This is an optimization exercise on Yosys and OpenROAD, whose aim is small area, a short achievable clock period and few clock cycles per item, not a production implementation. The RTL was checked by simulation tests, not by an equivalence proof against the original design. Power is estimated from default activity; no workload was simulated.

$ cat flow/config.mk
export PLATFORM = sky130hd
export DESIGN_NAME = wacs_locate
export DESIGN_NICKNAME = wacs_locate
export VERILOG_FILES = /design/flow/design.v
export SDC_FILE = /design/flow/constraint.sdc
export NUM_CORES = 4
export LEC_CHECK = 0
export CAP_MARGIN = 20
export CORE_MARGIN = 2
export CORE_UTILIZATION = 40
export CTS_CLUSTER_DIAMETER = 70
export CTS_CLUSTER_SIZE = 25
export PLACE_DENSITY = 0.75
export SLEW_MARGIN = 20
$ cat flow/constraint.sdc
create_clock -name core_clock -period 11.0 [get_ports {clk}]
set_input_delay 2.2000 -clock core_clock [delete_from_list [all_inputs] [get_ports {clk}]]
set_output_delay 2.2000 -clock core_clock [all_outputs]
set_load 0.01 [all_outputs]
$ cat flow/design.v
module locate_sign (
    input  wire        clk,
    input  wire [63:0] phase,
    output wire        pos,
    output wire        neg,
    output wire        finite
);
    localparam [62:0] T_UNWRAP    = 63'h4005FDBBE9BBA775;   
    localparam [62:0] DELTA       = 63'h3FD921FB54442D18;   
    localparam [62:0] P_SHIFT_POS = 63'h40178FDB9EFFEA47;   
    wire [31:0] m_hi = phase[62:31];
    wire [30:0] m_lo = phase[30:0];
    reg s;
    reg t_gt_hi, t_eq_hi, t_gt_lo;              
    reg p_lt_hi, p_eq_hi, p_lt_lo;              
    reg d_gt_hi, d_eq_hi, d_gt_lo, d_eq_lo;     
    always @(posedge clk) begin
        s       <= phase[63];
        t_gt_hi <= (m_hi > T_UNWRAP[62:31]);
        t_eq_hi <= (m_hi == T_UNWRAP[62:31]);
        t_gt_lo <= (m_lo > T_UNWRAP[30:0]);
        p_lt_hi <= (m_hi < P_SHIFT_POS[62:31]);
        p_eq_hi <= (m_hi == P_SHIFT_POS[62:31]);
        p_lt_lo <= (m_lo < P_SHIFT_POS[30:0]);
        d_gt_hi <= (m_hi > DELTA[62:31]);
        d_eq_hi <= (m_hi == DELTA[62:31]);
        d_gt_lo <= (m_lo > DELTA[30:0]);
        d_eq_lo <= (m_lo == DELTA[30:0]);
    end
    wire gt_t     = t_gt_hi || (t_eq_hi && t_gt_lo);
    wire lt_p     = p_lt_hi || (p_eq_hi && p_lt_lo);
    wire neg_band = gt_t && lt_p;
    wire gt_delta = d_gt_hi || (d_eq_hi && d_gt_lo);
    wire eq_delta = d_eq_hi && d_eq_lo;
    wire lt_delta = !gt_delta && !eq_delta;
    assign pos    = s ? lt_delta : !neg_band;
    assign neg    = s ? gt_delta : neg_band;
    assign finite = (phase[62:52] != 11'h7FF);
endmodule
module locate_corr #(
    parameter CW = 11               
) (
    input  wire                 clk,
    input  wire                 rst,
    input  wire                 en,         
    input  wire                 clear,      
    input  wire [7:0]           kbm1,       
    input  wire                 start,      
    input  wire                 adv,        
    input  wire                 use_tap,    
    input  wire                 e_pos,
    input  wire                 e_neg,
    output reg  signed [CW-1:0] c
);
    localparam NW = 85;             
    function automatic [4:0] pack(input [1:0] t0, input [1:0] t1, input [1:0] t2);
        case ({t2[1], t2[0] & !t2[1], t1[1], t1[0] & !t1[1], t0[1], t0[0] & !t0[1]})
            {2'b00, 2'b00, 2'b00}: pack = 5'd0;
            {2'b00, 2'b00, 2'b01}: pack = 5'd1;
            {2'b00, 2'b00, 2'b10}: pack = 5'd2;
            {2'b00, 2'b01, 2'b00}: pack = 5'd3;
            {2'b00, 2'b01, 2'b01}: pack = 5'd4;
            {2'b00, 2'b01, 2'b10}: pack = 5'd5;
            {2'b00, 2'b10, 2'b00}: pack = 5'd6;
            {2'b00, 2'b10, 2'b01}: pack = 5'd7;
            {2'b00, 2'b10, 2'b10}: pack = 5'd8;
            {2'b01, 2'b00, 2'b00}: pack = 5'd9;
            {2'b01, 2'b00, 2'b01}: pack = 5'd10;
            {2'b01, 2'b00, 2'b10}: pack = 5'd11;
            {2'b01, 2'b01, 2'b00}: pack = 5'd12;
            {2'b01, 2'b01, 2'b01}: pack = 5'd13;
            {2'b01, 2'b01, 2'b10}: pack = 5'd14;
            {2'b01, 2'b10, 2'b00}: pack = 5'd15;
            {2'b01, 2'b10, 2'b01}: pack = 5'd16;
            {2'b01, 2'b10, 2'b10}: pack = 5'd17;
            {2'b10, 2'b00, 2'b00}: pack = 5'd18;
            {2'b10, 2'b00, 2'b01}: pack = 5'd19;
            {2'b10, 2'b00, 2'b10}: pack = 5'd20;
            {2'b10, 2'b01, 2'b00}: pack = 5'd21;
            {2'b10, 2'b01, 2'b01}: pack = 5'd22;
            {2'b10, 2'b01, 2'b10}: pack = 5'd23;
            {2'b10, 2'b10, 2'b00}: pack = 5'd24;
            {2'b10, 2'b10, 2'b01}: pack = 5'd25;
            {2'b10, 2'b10, 2'b10}: pack = 5'd26;
            default: pack = 5'd0;
        endcase
    endfunction
    function automatic [5:0] unpack(input [4:0] w);
        case (w)
            5'd0: unpack = {2'b00, 2'b00, 2'b00};
            5'd1: unpack = {2'b00, 2'b00, 2'b01};
            5'd2: unpack = {2'b00, 2'b00, 2'b10};
            5'd3: unpack = {2'b00, 2'b01, 2'b00};
            5'd4: unpack = {2'b00, 2'b01, 2'b01};
            5'd5: unpack = {2'b00, 2'b01, 2'b10};
            5'd6: unpack = {2'b00, 2'b10, 2'b00};
            5'd7: unpack = {2'b00, 2'b10, 2'b01};
            5'd8: unpack = {2'b00, 2'b10, 2'b10};
            5'd9: unpack = {2'b01, 2'b00, 2'b00};
            5'd10: unpack = {2'b01, 2'b00, 2'b01};
            5'd11: unpack = {2'b01, 2'b00, 2'b10};
            5'd12: unpack = {2'b01, 2'b01, 2'b00};
            5'd13: unpack = {2'b01, 2'b01, 2'b01};
            5'd14: unpack = {2'b01, 2'b01, 2'b10};
            5'd15: unpack = {2'b01, 2'b10, 2'b00};
            5'd16: unpack = {2'b01, 2'b10, 2'b01};
            5'd17: unpack = {2'b01, 2'b10, 2'b10};
            5'd18: unpack = {2'b10, 2'b00, 2'b00};
            5'd19: unpack = {2'b10, 2'b00, 2'b01};
            5'd20: unpack = {2'b10, 2'b00, 2'b10};
            5'd21: unpack = {2'b10, 2'b01, 2'b00};
            5'd22: unpack = {2'b10, 2'b01, 2'b01};
            5'd23: unpack = {2'b10, 2'b01, 2'b10};
            5'd24: unpack = {2'b10, 2'b10, 2'b00};
            5'd25: unpack = {2'b10, 2'b10, 2'b01};
            5'd26: unpack = {2'b10, 2'b10, 2'b10};
            default: unpack = 6'd0;
        endcase
    endfunction
    reg [1:0]    s0, s1;            
    reg [1:0]    ph;                
    reg [NW-1:0] plane [0:4];       
    reg [6:0]    rd_w;              
    reg [1:0]    rd_p;              
    reg [4:0]    tap_w;             
    reg [1:0]    tap_p;             
    wire [1:0] e_new = {e_neg, e_pos};
    wire       push  = ph[1];      
    wire       back  = adv && rd_p[1];   
    wire [4:0] w_new = pack(s1, s0, e_new);
    wire [4:0] w_rd  = {plane[4][rd_w], plane[3][rd_w], plane[2][rd_w],
                        plane[1][rd_w], plane[0][rd_w]};
    wire       kb_small = (kbm1 < 8'd3);
    wire [1:0] t_sm  = (kbm1 == 8'd0) ? e_new : ((kbm1 == 8'd1) ? s0 : s1);
    integer i;
    always @(posedge clk) begin
        if (rst)
            ph <= 2'd0;
        else if (en)
            ph <= push ? 2'd0 : (ph[0] ? 2'd2 : 2'd1);
        if (en) begin
            s0 <= e_new;
            s1 <= s0;
            if (push) begin
                for (i = 0; i < 5; i = i + 1)
                    plane[i] <= {plane[i][NW-2:0], w_new[i]};
            end
            if (start) begin
                rd_w <= push ? 7'd0 : 7'h7F;
                rd_p <= ph;
            end else begin
                rd_w <= rd_w + {{6{back && !push}}, back ^ push};
                if (adv)
                    rd_p <= rd_p[1] ? 2'd0 : (rd_p[0] ? 2'd2 : 2'd1);
            end
            tap_w <= kb_small ? pack(t_sm, 2'b00, 2'b00) : w_rd;
            tap_p <= kb_small ? 2'd0 : rd_p;
        end
    end
    wire [5:0] t_rd  = unpack(tap_w);
    wire [1:0] tap   = (tap_p == 2'd0) ? t_rd[1:0] :
                       ((tap_p == 2'd1) ? t_rd[3:2] : t_rd[5:4]);
    wire t_pos = use_tap & tap[0];
    wire t_neg = use_tap & tap[1];
    wire signed [3:0] tv    = t_pos ? 4'sd2 : (t_neg ? -4'sd2 : 4'sd0);
    wire signed [3:0] ev    = e_pos ? 4'sd1 : (e_neg ? -4'sd1 : 4'sd0);
    wire signed [3:0] delta = tv - ev;
    reg signed [3:0] d_r;
    always @(posedge clk) begin
        d_r <= en ? delta : 4'sd0;
        if (clear)
            c <= {CW{1'b0}};
        else
            c <= c + {{(CW-4){d_r[3]}}, d_r};
    end
endmodule
module wacs_locate (
    input  wire        clk,
    input  wire        rst,
    input  wire        cmd_valid,
    output wire        cmd_ready,
    input  wire [8:0]  cmd_kb,
    input  wire [15:0] cmd_len,
    input  wire        s_valid,
    output wire        s_ready,
    input  wire [63:0] s_phase,
    input  wire [63:0] s_mask,
    output reg         res_valid,
    output wire [1:0]  res_code,
    output wire [15:0] res_k0,
    output wire [15:0] res_first,
    output wire [15:0] res_peak
);
    localparam KB_MAX = 256;
    localparam CW     = 11;
    localparam [1:0] CODE_OK           = 2'd0;
    localparam [1:0] CODE_NO_DETECTION = 2'd1;
    localparam [1:0] CODE_INVALID      = 2'd2;
    reg  [15:0] rem;          
    reg         cmd_rdy;
    reg         s_rdy;
    assign cmd_ready = cmd_rdy;
    assign s_ready   = s_rdy;
    wire cmd_fire = cmd_valid && cmd_rdy;
    wire s_fire   = s_valid && s_rdy;
    wire rem_one  = (rem == 16'd1);
    wire len_zero = (cmd_len == 16'd0);
    always @(posedge clk) begin
        if (rst) begin
            cmd_rdy <= 1'b1;
            s_rdy   <= 1'b0;
        end else if (cmd_fire) begin
            cmd_rdy <= len_zero;
            s_rdy   <= !len_zero;
        end else if (s_fire && rem_one) begin
            cmd_rdy <= 1'b1;
            s_rdy   <= 1'b0;
        end
        if (cmd_fire)
            rem <= cmd_len;
        else if (s_fire)
            rem <= rem - 16'd1;
    end
    wire q_one = (s_mask == 64'd1);
    wire q_bad = (s_mask[63:1] != 63'd0);
    wire pos0, neg0, finite_w;
    locate_sign u_sign (
        .clk    (clk),
        .phase  (s_phase),
        .pos    (pos0),
        .neg    (neg0),
        .finite (finite_w)
    );
    reg       v0, c0, last0;
    reg       q0, bad0;
    wire      e_pos0 = q0 && pos0;
    wire      e_neg0 = q0 && neg0;
    reg       kb_bad0;
    reg [7:0] kbm1;           
    always @(posedge clk) begin
        if (rst) begin
            v0    <= 1'b0;
            c0    <= 1'b0;
            last0 <= 1'b0;
        end else begin
            v0    <= s_fire;
            c0    <= cmd_fire;
            last0 <= (s_fire && rem_one) || (cmd_fire && len_zero);
        end
        q0     <= q_one;
        bad0   <= !finite_w || q_bad;
        if (cmd_fire) begin
            kbm1    <= cmd_kb[7:0] - 8'd1;
            kb_bad0 <= (cmd_kb == 9'd0) || (cmd_kb > KB_MAX);
        end
    end
    reg  [15:0] kidx;         
    reg         seen;         
    reg  [1:0]  half;         
    reg  [7:0]  h;            
    reg         bad1;         
    reg         v1, v1w, found1, c1, last1;
    reg         v2w, found2, c2, last2, bad2;
    wire        active = seen || q0;
    wire signed [CW-1:0] c;
    locate_corr #(.CW(CW)) u_corr (
        .clk     (clk),
        .rst     (rst),
        .en      (v0),
        .clear   (c1),
        .kbm1    (kbm1),
        .start   (q0 && !seen),
        .adv     (half != 2'd0 || h == kbm1),
        .use_tap (half == 2'd1),
        .e_pos   (e_pos0),
        .e_neg   (e_neg0),
        .c       (c)
    );
    always @(posedge clk) begin
        if (rst) begin
            c1    <= 1'b0;
            last1 <= 1'b0;
            c2    <= 1'b0;
            last2 <= 1'b0;
        end else begin
            c1    <= c0;
            last1 <= last0;
            c2    <= c1;
            last2 <= last1;
        end
        v1     <= v0;
        v1w    <= v0 && active && (half != 2'd2);
        found1 <= v0 && q0 && !seen;
        v2w    <= v1w;
        found2 <= found1;
        bad2   <= bad1;
        if (c0) begin
            seen <= 1'b0;
            half <= 2'd0;
            h    <= 8'd0;
            bad1 <= kb_bad0;
        end else if (v0) begin
            if (bad0)
                bad1 <= 1'b1;
            if (q0)
                seen <= 1'b1;
            if (active) begin
                if (h == kbm1) begin
                    h <= 8'd0;
                    if (half != 2'd2)
                        half <= half + 2'd1;
                end else begin
                    h <= h + 8'd1;
                end
            end
        end
        if (c1)
            kidx <= 16'hFFFF;
        else if (v1)
            kidx <= kidx + 16'd1;
    end
    reg  [15:0] best_k;
    reg  signed [CW-1:0] best_c;
    reg  [15:0] first;
    reg  [1:0]  code;
    wire [CW-1:0] c_abs  = c[CW-1] ? -c : c;
    wire [CW-1:0] b_abs  = best_c[CW-1] ? -best_c : best_c;
    wire          better = v2w && (c_abs > b_abs);
    always @(posedge clk) begin
        if (rst)
            res_valid <= 1'b0;
        else
            res_valid <= last2;
        if (c2 || bad2) begin
            best_k   <= 16'd0;
            best_c   <= {CW{1'b0}};
            first    <= bad2 ? 16'h0000 : 16'hFFFF;
            code     <= bad2 ? CODE_INVALID : CODE_NO_DETECTION;
        end else begin
            if (found2) begin
                first <= kidx;
                code  <= CODE_OK;
            end
            if (better) begin
                best_k   <= kidx;
                best_c   <= c;
            end
        end
    end
    assign res_code  = code;
    assign res_k0    = best_k;
    assign res_first = first;
    assign res_peak  = {{(16-CW){best_c[CW-1]}}, best_c};
endmodule
$ cat flow/flow/run.sh
#!/bin/bash
# Standard layout, with timing repair aimed below the clock period and
# minimum-size port buffers (timing repair resizes the ones that matter).
set -euo pipefail
bash standard.sh finish SETUP_SLACK_MARGIN=7.72 \
    "BUFFER_PORTS_ARGS=-buffer_cell sky130_fd_sc_hd__buf_1" > make_finish.log 2>&1
$ cat flow/standard.sh
#!/bin/bash
# synth_recipe.tcl (not shown) runs the flow's synth.tcl, then flattens the netlist and writes it again
# the make line also repeats each setting of config.mk as NAME=value (left out here)
make -C /OpenROAD-flow-scripts/flow DESIGN_CONFIG=/design/flow/config.mk WORK_HOME=/design/flow/orfs CLKGATE_MAP_FILE= SYNTH_SCRIPT=/design/flow/synth_recipe.tcl "${@:-finish}"
==> results of run 1 <==
registers in the layout, indices dropped and copies added (netlist names), 2 cells and up:
name and cells:
u_corr.ph 2, u_corr.d_r 4, best_k 16, rem 16, u_corr.rd_w 7, u_corr.rd_p 2, u_corr.s0 2, u_corr.tap_w 5
best_c 11, first 16, u_corr.plane 425, code 2, kidx 16, half 2, kbm1 8, u_corr.tap_p 2
u_corr.s1 2, u_corr.c 11, h 8
worst paths after layout:
path / start / end / slack (ps)
max reg2reg: kbm1[6] / u_corr.rd_w[6] / 7600
min: v1w / v2w / 350
max: kbm1[6] / u_corr.rd_w[6] / 7600
min reg2reg: v1w / v2w / 350
cell families after synthesis:
group           Yosys count  synth area share (%)
buf+inv                 107                  2.08
simple gates            505                  9.86
mux                     160                  11.5
flops                   589                  66.0
xor+xnor                 78                  2.70
compound gates          221                  5.62
fa+ha+maj                44                  2.21
power groups by stage:
stage	Sequential, mW	Combinational (mW)	Clock (mW)
floorplan	2.53	0.161	0
global placement	2.54	0.223	0
detailed placement	2.54	0.233	0
CTS	2.49	0.243	1.30
global route	2.49	0.290	1.37
finish	2.49	0.259	1.27
cells in the final DEF, fill, tap and decap left out, types with 44 or more instances in the layout:
master                       n
sky130_fd_sc_hd__nand2_1    93
sky130_fd_sc_hd__buf_1     157
sky130_fd_sc_hd__dfxtp_1    67
sky130_fd_sc_hd__buf_4      44
sky130_fd_sc_hd__mux4_2    105
sky130_fd_sc_hd__nor2_1    160
sky130_fd_sc_hd__edfxtp_1  489
sky130_fd_sc_hd__xnor2_1    44
sky130_fd_sc_hd__mux2i_1    53
sky130_fd_sc_hd__a21oi_1    65
layout make-up:
type                       count  share of cell area, %
clock inverter                13                  0.455
sequential                   589                   58.0
clock buffer                  39                   2.86
inverter                      37                  0.537
multi-input combinational   1008                   28.6
tap                          846                   3.67
timing repair buffer         268                   5.80
stage by stage:
stage	hold WS, ps	util (%)	cells	power, mW	cell area, sq um
final	354	46.0	2800	4.02	28900
after detailed placement	335	42.9	2699	2.77	26900
after CTS	355	45.4	2780	4.03	28500
after global placement	312	42.9	2699	2.76	26900
after global routing	362	46.0	2800	4.15	28900
after floorplan	310	-	1704	2.69	25300
worst max-delay path, delay by kind of cell (launching register included):
kind / cells / cell delay [ps]
AO/OA/AOI/OAI: 5 / 890
adder cells (fa/ha/maj): 3 / 640
AND/OR/NAND/NOR: 2 / 610
flip-flops: 1 / 410
XOR/XNOR: 2 / 330
multiplexers: 1 / 170
buffers and inverters: 2 / 110
routing by layer:
| layer | vias to the layer above | routed length, microns | GRT usage (%) | share of wire [%] |
|---|---|---|---|---|
| met1 | 7870 | 23000 | 20.5 | 44 |
| li1 | 7067 | - | - | - |
| met3 | 101 | 3060 | 2.34 | 5.8 |
| met2 | 555 | 25200 | 24.9 | 48 |
| met4 | 0 | 1380 | 3.95 | 2.6 |
| met5 | - | 0 | 0 | 0 |
repair_timing:
item / in CTS / in global routing
endpoints found under the setup margin: 86 / 212
hold buffers: 0 / 0
gates resized for setup: 118 / 59
buffers inserted: 27 / 16
pin swaps: 7 / 13
cloned: 2 / 3
==> summary.txt, run 1 <==
Run status
  • Status: complete, no violations

Global routing
  • Via count of the first global-routing pass: 15,426
  • Initial antenna violation count: 0
  • Overflow left after global routing: 0
  • Overall global routing resource usage: 15.0%
  • Wire length of the first global-routing pass: around 80,000 microns
  • Largest net degree at the start of global routing: roughly 230

CTS
  • Largest buffer count on any clock path: 3
  • H-tree Lvls: 1
  • Clk pin slew, worst setup/hold paths: approximately 100 ps
  • TritonCTS sink count: 589
  • Clk Latency, worst-skew pair: roughly 600 ps
  • Number of buffers created by CTS: 30
  • CTS Root Cell: sky130_fd_sc_hd__clkbuf_16
  • Clock tree from TritonCTS: done

Synth
  • Number of synthesized flops with an enable pin: between 400 and 500
  • Post-synthesis average cell area: about 15 sq um
  • Leading register cell type out of synthesis: sky130_fd_sc_hd__edfxtp_1
  • Cell with the most instances after synthesis: sky130_fd_sc_hd__edfxtp_1
  • Post-synth cell types: 73
  • Fraction of registers with async set/reset: 0%
  • Syn. warnings: 4
  • Seq cells post-synth: around 590
  • Most frequent cells after synthesis: sky130_fd_sc_hd__edfxtp_1 (489), sky130_fd_sc_hd__nor2_1 (163), sky130_fd_sc_hd__mux4_2 (105)
  • Cell taking the most area after synthesis: sky130_fd_sc_hd__edfxtp_1
  • Cells after Synth: around 1,700
  • Top-area cell type share of the netlist area: about three fifths
  • Cell Area, Synth: about 0.025 sq mm
  • Nets in the synthesized netlist: 1,905
  • Post-synthesis sequential area ratio: between 60% and 70%
  • Main area contributors after synthesis: sky130_fd_sc_hd__edfxtp_1 (58%), sky130_fd_sc_hd__mux4_2 (9.4%), sky130_fd_sc_hd__dfxtp_1 (7.9%)

STA
  • Pins Over Slew Limit: 0
  • Total count of hold-check failures in the final report: 0
  • Final clock skew: about 19 ps
  • Slew at the pin closest to its max-slew limit: around 890 ps
  • Max Clk Rate: ~300 MHz
  • Final setup viols: 0
  • Setup repair after global routing missed its margin: yes
  • Post-route clock period utilization: between 30% and 40%
  • Final Critical Period: between 3000 and 4000 ps
  • Headroom to the max-slew limit: about two fifths
  • Worst setup margin: about 7600 ps
  • Setup total negative slack: 0 ps

Setup path
  • Number of cells on the worst reg-to-reg path: 15
  • WS Path Type: flop to flop
  • Highest cell delay on the worst timing path: a little over 400 ps
  • Required time of the critical path: around 11,000 ps
  • Critical path's most frequent cell: sky130_fd_sc_hd__ha_1
  • Max Fanout on Critical Path: 3
  • Crit path capture type: flop
  • Cell with the largest stage delay on the worst path: sky130_fd_sc_hd__edfxtp_1
  • CP cell instances: xor2_1 -> nor4_2 -> nand2_1 -> a21oi_4 -> ha_1 -> inv_1 -> ha_1 -> ha_1 -> inv_1 -> a2bb2oi_1 -> o221ai_1 -> mux2i_1 -> a221oi_1 -> xnor2_1 -> o21ai_1
  • Arrival time reported for the critical path endpoint: between 3000 and 4000 ps
  • Element type at the critical path start: flop

Routing
  • Vias per cell: ~5.6
  • Post-DRT Antenna Nets: 0
  • Total wire length: ~53,000 microns
  • Detailed-route via count: ~16,000
  • Drt initial violations: 1,448
  • First-pass detailed-route iteration total: 6
  • Average wire per standard cell: 18.8 microns
  • DRC violation count after routing: 0

Finish
  • Antenna diodes: 0
  • Multi-input gate area: about 0.0083 sq mm
  • FF/Latch Area: between 0.015 and 0.02 sq mm
  • Layout cell share with drive strength beyond 1: ~17%
  • Post-synthesis to final-layout area growth: 14.2%
  • Number of nets at the end of the flow: 2,135
  • Filler instances: ~5,400

Floorplan
  • Top-Level Pins: 210
  • Total die area: 0.0652 sq mm
  • Core outline area: 0.0627 sq mm
  • Starting Density: about two fifths
  • Die span in y: 255 microns
  • Floorplan row count: around 90
  • DIE WIDTH: around 260 microns

Pwr
  • Total internal power: about 3.1 mW
  • Sequential share of power: roughly 62%
  • Cell leakage power: 9.06 nW
  • Max VDD drop: approximately 0.00013 V
  • Switching portion of total power: between 20% and 30%
  • Part of the total power dissipated in the clock network: about a third
  • Net switching power figure: approximately 0.90 mW
  • Combinational cell fraction of total power: under 10%
  • Power density over the cells: between 100 and 150 mW/mm^2

Placement
  • HPWL after DPL: between 30,000 and 40,000 microns
  • Count of input and output buffers: 209
  • Worst slack, placed: between 7000 and 8000 ps
  • Weighted congestion at the end of routability-driven global placement: 0.946

Flow run
  • Number of max-capacitance violations reported: 0

Min path
  • Cells on Worst Hold Path: 0
  • Classification of the worst-slack hold path: flop to flop
Testbench counts, summed over its fixed seeds: cycles 134,876, items 134,660.
==> run 2, diff against run 1 <==
==> flow/flow/run.sh (replaced) <==
#!/bin/bash
# Standard layout, with timing repair aimed below the clock period and
# minimum-size port buffers (timing repair resizes the ones that matter).
set -euo pipefail
bash standard.sh finish SETUP_SLACK_MARGIN=7.66 \
    "BUFFER_PORTS_ARGS=-buffer_cell sky130_fd_sc_hd__buf_1" > make_finish.log 2>&1
==> summary.txt, run 2 <==
Placement
  • Number of instances in the placed design: around 2,700
  • Weighted congestion at the end of routability-driven global placement: between 0.9 and 1
  • Count of input and output buffers: 209
  • Worst slack, placed: 7050 ps
  • HPWL after DPL: about 33,000 microns
  • Cell area reported after detailed placement: approximately 0.027 sq mm

Setup path
  • Arrival time reported for the critical path endpoint: between 1000 and 1500 ps
  • CP cell instances: clkbuf_2
  • Cell with the largest stage delay on the worst path: sky130_fd_sc_hd__dfxtp_4
  • Max Fanout on Critical Path: 7
  • Cell family with most CP delay: flip-flops
  • Required time of the critical path: 8800 ps
  • WS Path Type: flop to primary output
  • Highest cell delay on the worst timing path: a little under 400 ps
  • Crit path capture type: primary output
  • Number of buffer and inverter instances along the worst setup path: 1
  • Element type at the critical path start: flop

Finish
  • Layout cell share with drive strength beyond 1: roughly 14%
  • Non-filler instance count after layout: between 2,000 and 3,000
  • Register containing the most flip-flops in the final layout: u_corr.plane
  • Post-synthesis to final-layout area growth: 12.8%
  • Multi-input gate area: just over 0.008 sq mm
  • Most common cell after layout, fill and taps aside: sky130_fd_sc_hd__edfxtp_1
  • FF/Latch Area: 0.0167 sq mm
  • Flip-flop count of the largest register, all copies and words added: 425
  • Layout Cell Area excl Fill: ~0.029 sq mm
  • Final core area utilization: a little under half
  • Filler instances: 5,403
  • Most used cells in the layout excluding fill and tap cells: sky130_fd_sc_hd__edfxtp_1 (489), sky130_fd_sc_hd__buf_1 (188), sky130_fd_sc_hd__nor2_1 (161)
  • Number of nets at the end of the flow: ~2,100
  • Antenna diodes: 0

Pwr
  • Max VDD drop: 0.0000847 V
  • Sequential share of power: between 60% and 70%
  • Part of the total power dissipated in the clock network: 33.8%
  • Net switching power figure: roughly 0.93 mW
  • Cell leakage power: 8.83 nW
  • Total internal power: around 3.2 mW
  • Combinational cell fraction of total power: slightly above 6%
  • Power density over the cells: 145 mW/mm^2
  • Total power draw: slightly above 4 mW
  • Switching portion of total power: approximately 23%

STA
  • Worst setup margin: between 7000 and 8000 ps
  • Hold slack final: about 360 ps
  • Total count of hold-check failures in the final report: 0
  • Post-route clock period utilization: a little under a third
  • Setup repair after global routing missed its margin: yes
  • Pins Over Slew Limit: 0
  • Final clock skew: between 20 and 25 ps
  • Final Critical Period: between 3000 and 4000 ps
  • Max Clk Rate: 302 MHz
  • Slew at the pin closest to its max-slew limit: between 900 and 1000 ps
  • Final setup viols: 0
  • Setup total negative slack: 0 ps
  • Headroom to the max-slew limit: 33.5%

Min path
  • Classification of the worst-slack hold path: flop to flop

Floorplan
  • Die span in y: around 260 microns
  • Total die area: about 0.065 sq mm
  • DIE WIDTH: ~260 microns
  • Top-Level Pins: 210
  • Core outline area: 0.0627 sq mm
  • Starting Density: between 40% and 50%
  • Floorplan row count: 92

Global routing
  • Met2 routing resource usage after global routing: approximately 25%
  • Overflow left after global routing: 0
  • Initial antenna violation count: 0
  • GRT busiest layer: met2
  • Overall global routing resource usage: 15.4%
  • Via count of the first global-routing pass: ~15,000
  • Global routing usage on met3: about 2.3%
  • Routing usage on met1: a little over a fifth
  • Wire length of the first global-routing pass: roughly 82,000 microns
  • Largest net degree at the start of global routing: between 100 and 150

Synth
  • Main area contributors after synthesis: sky130_fd_sc_hd__edfxtp_1 (58%), sky130_fd_sc_hd__mux4_2 (9.4%), sky130_fd_sc_hd__dfxtp_1 (7.9%)
  • Cells after Synth: roughly 1,700
  • Seq cells post-synth: about 590
  • Top-area cell type share of the netlist area: between 50 and 60%
  • Nets in the synthesized netlist: around 1,900
  • Cell Area, Synth: about 0.025 sq mm
  • Most frequent cells after synthesis: sky130_fd_sc_hd__edfxtp_1 (489), sky130_fd_sc_hd__nor2_1 (163), sky130_fd_sc_hd__mux4_2 (105)
  • Post-synthesis sequential area ratio: about two thirds
  • Post-synth cell types: 73
  • Cell taking the most area after synthesis: sky130_fd_sc_hd__edfxtp_1
  • Post-synthesis average cell area: between 10 and 15 sq um
  • Syn. warnings: 4
  • Leading register cell type out of synthesis: sky130_fd_sc_hd__edfxtp_1
  • Number of synthesized flops with an enable pin: 489
  • Cell with the most instances after synthesis: sky130_fd_sc_hd__edfxtp_1
  • Fraction of registers with async set/reset: 0%

Flow run
  • Number of max-capacitance violations reported: 0

CTS
  • H-tree Lvls: 2
  • Clock tree from TritonCTS: done
  • Clk Latency, worst-skew pair: roughly 570 ps
  • Largest buffer count on any clock path: 3
  • Clk pin slew, worst setup/hold paths: 90 ps
  • Number of buffers created by CTS: 34
  • TritonCTS sink count: roughly 600
  • CTS Root Cell: sky130_fd_sc_hd__clkbuf_16
  • Number of buffers inserted for hold repair after clock tree synthesis: 0

Routing
  • Drt initial violations: 1,564
  • Post-DRT Antenna Nets: 0
  • Total wire length: about 52,000 microns
  • Vias per cell: roughly 5.5
  • First-pass detailed-route iteration total: 7
  • Detailed-route via count: roughly 15,000
  • DRC violation count after routing: 0
  • Average wire per standard cell: about 19 microns

Run status
  • Status: complete, no violations
==> run 2: kinds of logic after synthesis <==
kind of cell	after synthesis	share of synthesized area, %
muxes	160	11.5
xor gates and xnor gates	78	2.70
and+or+nand+nor	505	9.86
buffers and inverters	107	2.08
AOI/OAI and AO/OA	221	5.62
DFF	589	66.0
adders and majority gates	44	2.21
==> run 2: worst reg2reg max path, delay by kind of cell (launching register included) <==
kind / cells / cell delay (ps)
adder cells (fa/ha/maj): 2 / 420
buffers and inverters: 3 / 430
AND/OR/NAND/NOR: 5 / 1070
flip-flops: 1 / 370
AO/OA/AOI/OAI: 2 / 620
multiplexers: 1 / 240
==> run 2: final cells by class <==
cell class	instances	share of cell area (%)
multi-input cells	1008	29.0
inverters	37	0.527
clock inverters	19	0.702
well taps	846	3.71
clock buffers	38	3.26
flip-flops and latches	589	58.7
repair buffers	238	4.11
==> run 2: timing repair <==
item,CTS,global route
gates resized for setup,44,45
buffers inserted,4,10
hold endpoints to repair,0,0
cloned,3,1
pin swaps,3,12
endpoints found under the setup margin,138,51
==> run 2: final timing paths <==
check	slack, ps	start	endpoint	depth (start not counted)
hold reg to reg	360	v1w	v2w	0
setup reg to reg	7710	u_corr.c[0]	best_k[0]	13
hold / removal	360	v1w	v2w	0
setup / recovery	7690	best_c[10]	res_peak[12]	1
==> run 2: power by group through the flow <==
stage | Clock, mW | Sequential (mW) | Combinational, mW
floorplan | 0 | 2.53 | 0.160
global placement | 0 | 2.54 | 0.223
detailed placement | 0 | 2.54 | 0.231
CTS | 1.44 | 2.49 | 0.238
global route | 1.51 | 2.50 | 0.281
finish | 1.40 | 2.49 | 0.251
==> run 2: per-layer routing <==
layer  vias to the layer above  share of wire, %
li1                       7011                 -
met1                      7655                44
met2                       556                48
met3                        75               6.0
met4                         0               2.2
met5                         -                 0

[afterwards: timing with drivers on the ports]
The flow's constraints put no driver on any port. The routed layouts listed below were extracted and timed again, unchanged, in two steps.
Step 1, drivers: a clkbuf_16 drives clk and a buf_2 each remaining input, both assumed.
Step 2 adds t to the input delays and takes it off the output delays; t is the mean of the earliest and latest rising clock arrival at the registers after step 1. Input paths then give back, and output paths get back, about the clock's delay inside the block.
Three values: no drivers, after step 1, after step 2; two values: the first two.
run | shift t [ns] | setup WS [ns] | clock arrival spread, ns | worst register clock-pin slew, ns | worst data-port slew with drivers (ns)
run 1 | 0.661 | 7.599 / 7.567 / 7.371 | 0.024 / 0.023 | 0.10 / 0.10 | 0.07
run 2 | 0.619 | 7.686 / 7.630 / 7.361 | 0.022 / 0.022 | 0.09 / 0.09 | 0.07
After both steps setup and hold are still met in every run listed. For run 2, which loses most, drivers alone change the setup slack by -0.056 ns; drivers and shift together by -0.325 ns.
